Source: an optimization exercise on an open RTL-to-GDS flow (aim: a short achievable clock period and few clock cycles). Production flows keep margins and buffers that such runs may drop.
Only simulation tests tie the RTL to the original design; equivalence was not proved.

== v6 ==
Design vig_permcore, start of the top module:
module vig_permcore (
    input  wire       clk,
    input  wire       rst,         
    input  wire       in_valid,
    input  wire [1:0] in_op,       
    input  wire [7:0] in_data,
    input  wire [7:0] in_key,
    output wire       in_ready,
    output reg        out_valid,
    output reg  [7:0] out_data,
    input  wire       out_ready,
    output reg        pvalid
);
    localparam OP_SEED      = 2'd0;
    localparam OP_SEED_LAST = 2'd1;
    localparam OP_ENC       = 2'd2;
    localparam OP_DEC       = 2'd3;
    localparam NS = 32;            
    localparam QN = 40;            
    function automatic [47:0] onehot(input [16:0] t);
        integer k;
        reg [2:0] dg;
        begin
            onehot = 48'd0;
            for (k = 0; k < 6; k = k + 1) begin
                dg = (k == 5) ? {1'b0, t[16:15]} : t[3 * k +: 3];
                onehot[8 * k + dg] = 1'b1;
            end
        end
    endfunction
    reg        in_ready_r;
    reg        in_busy_r;      
    reg        out_idle_r;     
    reg        a_fire;
    reg  [1:0] a_op;
    reg  [7:0] a_data;
    reg  [7:0] a_key;
    assign in_ready = in_ready_r;
    wire in_fire  = in_valid && !in_busy_r && !rst;
    wire out_fire = !out_idle_r && out_ready;
    always @(posedge clk) begin
        a_op   <= in_op;
        a_data <= in_data;
        a_key  <= in_key;
        a_fire <= in_fire;
    end
    wire a_seed = a_fire && (a_op == OP_SEED);
    wire a_last = a_fire && (a_op == OP_SEED_LAST);
    wire a_enc  = a_fire && (a_op == OP_ENC);
    wire a_dec  = a_fire && (a_op == OP_DEC);
    reg  [15:0] h;
    wire [15:0] h_next = {h[10:0], 5'd0} + h + {8'd0, a_data};
    always @(posedge clk) begin
        if (rst)
            h <= 16'd5381;
        else if (a_seed)
  ...
Size in the first run: roughly 57000 cells after synthesis, about 6000 flip-flops, roughly 33 I/O pins.
==> flow/config.mk <==
export PLATFORM = sky130hd
export DESIGN_NAME = vig_permcore
export DESIGN_NICKNAME = vig_permcore
export VERILOG_FILES = /design/flow/design.v
export SDC_FILE = /design/flow/constraint.sdc
export NUM_CORES = 8
export LEC_CHECK = 0
export ABC_CLOCK_PERIOD_IN_PS = 8000
export CAP_MARGIN = 50
export CORE_MARGIN = 2
export CORE_UTILIZATION = 30
export PLACE_DENSITY = 0.5
export SLEW_MARGIN = 70
==> flow/constraint.sdc <==
create_clock -name core_clock -period 55.0 [get_ports {clk}]
set_input_delay 11.0000 -clock core_clock [delete_from_list [all_inputs] [get_ports {clk}]]
set_output_delay 11.0000 -clock core_clock [all_outputs]
set_load 0.01 [all_outputs]
standard.sh (not shown) runs the stock make flow with config.mk's settings and CLKGATE_MAP_FILE= SYNTH_SCRIPT=/design/flow/synth_recipe.tcl, a recipe that flattens the netlist after the stock synthesis.
==> flow/flow/run.sh <==
#!/bin/bash
# Layout flow: the standard layout (standard.sh: ORFS from the standard synthesis to
# finish, unchanged), with two settings ORFS reads from the environment:
#  - the input and output ports are buffered by sky130_fd_sc_hd__buf_4 instead of the
#    cell buffer_ports picks by default;
#  - antenna repair after detailed routing may run up to 10 rounds instead of 5.
# The full output of the run goes to flow_standard.log here; ORFS's per-step logs stay
# under orfs/logs/.
set -euo pipefail
export BUFFER_PORTS_ARGS="-buffer_cell sky130_fd_sc_hd__buf_4"
export MAX_REPAIR_ANTENNAS_ITER_DRT=10
bash standard.sh > flow_standard.log 2>&1
Testbench counts of v6, summed over its fixed seeds: cycles 15,917.
Inputs modified between v6 and v7:
diff --git a/flow/design.v b/flow/design.v
--- a/flow/design.v
+++ b/flow/design.v
@@ -173,28 +173,31 @@
     reg        pv_int;         
     reg  [5:0] cnt;            
     wire build_done = asc_d1 && (asc_c1 == 5'd0);   
     wire busy_nx    = (in_fire && in_op == OP_SEED_LAST) || (busy && !build_done);
     wire acc        = in_fire && in_op[1];
     wire [5:0] cnt_p1 = cnt + 6'd1;
     wire [5:0] cnt_m1 = cnt - 6'd1;
-    wire [5:0] cnt_nx = (acc && !out_fire) ? cnt_p1 : (out_fire && !acc) ? cnt_m1 : cnt;
+    wire       cnt_up = acc && !out_fire;
+    wire       cnt_dn = out_fire && !acc;
+    wire [5:0] cnt_nx = cnt_up ? cnt_p1 : cnt_dn ? cnt_m1 : cnt;
+    wire       room_nx = !(((cnt == QN) && !cnt_dn) || ((cnt == QN - 1) && cnt_up));
     always @(posedge clk) begin
         if (rst) begin
             busy       <= 1'b0;
             cnt        <= 6'd0;
             pvalid     <= 1'b0;
             pv_int     <= 1'b0;
             in_ready_r <= 1'b1;
             in_busy_r  <= 1'b0;
         end else begin
             busy       <= busy_nx;
             cnt        <= cnt_nx;
-            in_ready_r <= !busy_nx && (cnt_nx < QN);
-            in_busy_r  <= busy_nx || !(cnt_nx < QN);
+            in_ready_r <= !busy_nx && room_nx;
+            in_busy_r  <= busy_nx || !room_nx;
             if (asc_g0)
                 pv_int <= 1'b1;
             pvalid <= pv_int;
         end
     end
     reg  [8*QN-1:0] qd;
     reg  [5:0]      qw, qr;    
### Flow results
v7 completed; timing, DRC and antenna clean
The setup slack of v7 is smaller than that of v6.
Compared with v6, in v7 per-instance average area after synthesis roughly the same, total length of routed met2 wires higher.
When v7 is measured against v6, its clock skew turns out 0.078 ns higher.
v6 → v7: sequential share of layout area flat, share of the clock period used by the worst path after layout up 0.20 points, peak fanout along the critical path up 1, die area down about 0.5%.
Across both runs, routed wire length was higher for v7 than for v6.
Testbench counts of v7, summed over its fixed seeds: cycles 15,917.

==> afterwards: timing with drivers on the ports <==
In the flow no input, the clock included, has a driving cell. The finished layouts below were timed again as built, in two steps.
Step 1 assumes that a clkbuf_16 drives the clock port and a buf_2 every other input.
Step 2, shift: input delay + t, output delay - t, t = (earliest + latest rising clock arrival at the registers) / 2. This alone moves slack from input paths to output paths.
a / b / c = ideal ports / drivers / drivers and shift; a / b = the first two.
run	shift t [ns]	setup slack, ns	hold WS [ns]	worst setup path at the end	cell pins on the clock port's net
v6	1.411	42.238 / 42.029 / 41.078	0.263 / 0.263 / 0.263	input to register	1
v7	1.412	42.128 / 41.921 / 41.121	0.222 / 0.222 / 0.222	input to register	1
After both steps every run listed still meets setup and hold. For v6, which loses most, drivers alone change the setup slack by -0.209 ns; drivers and shift together by -1.160 ns.
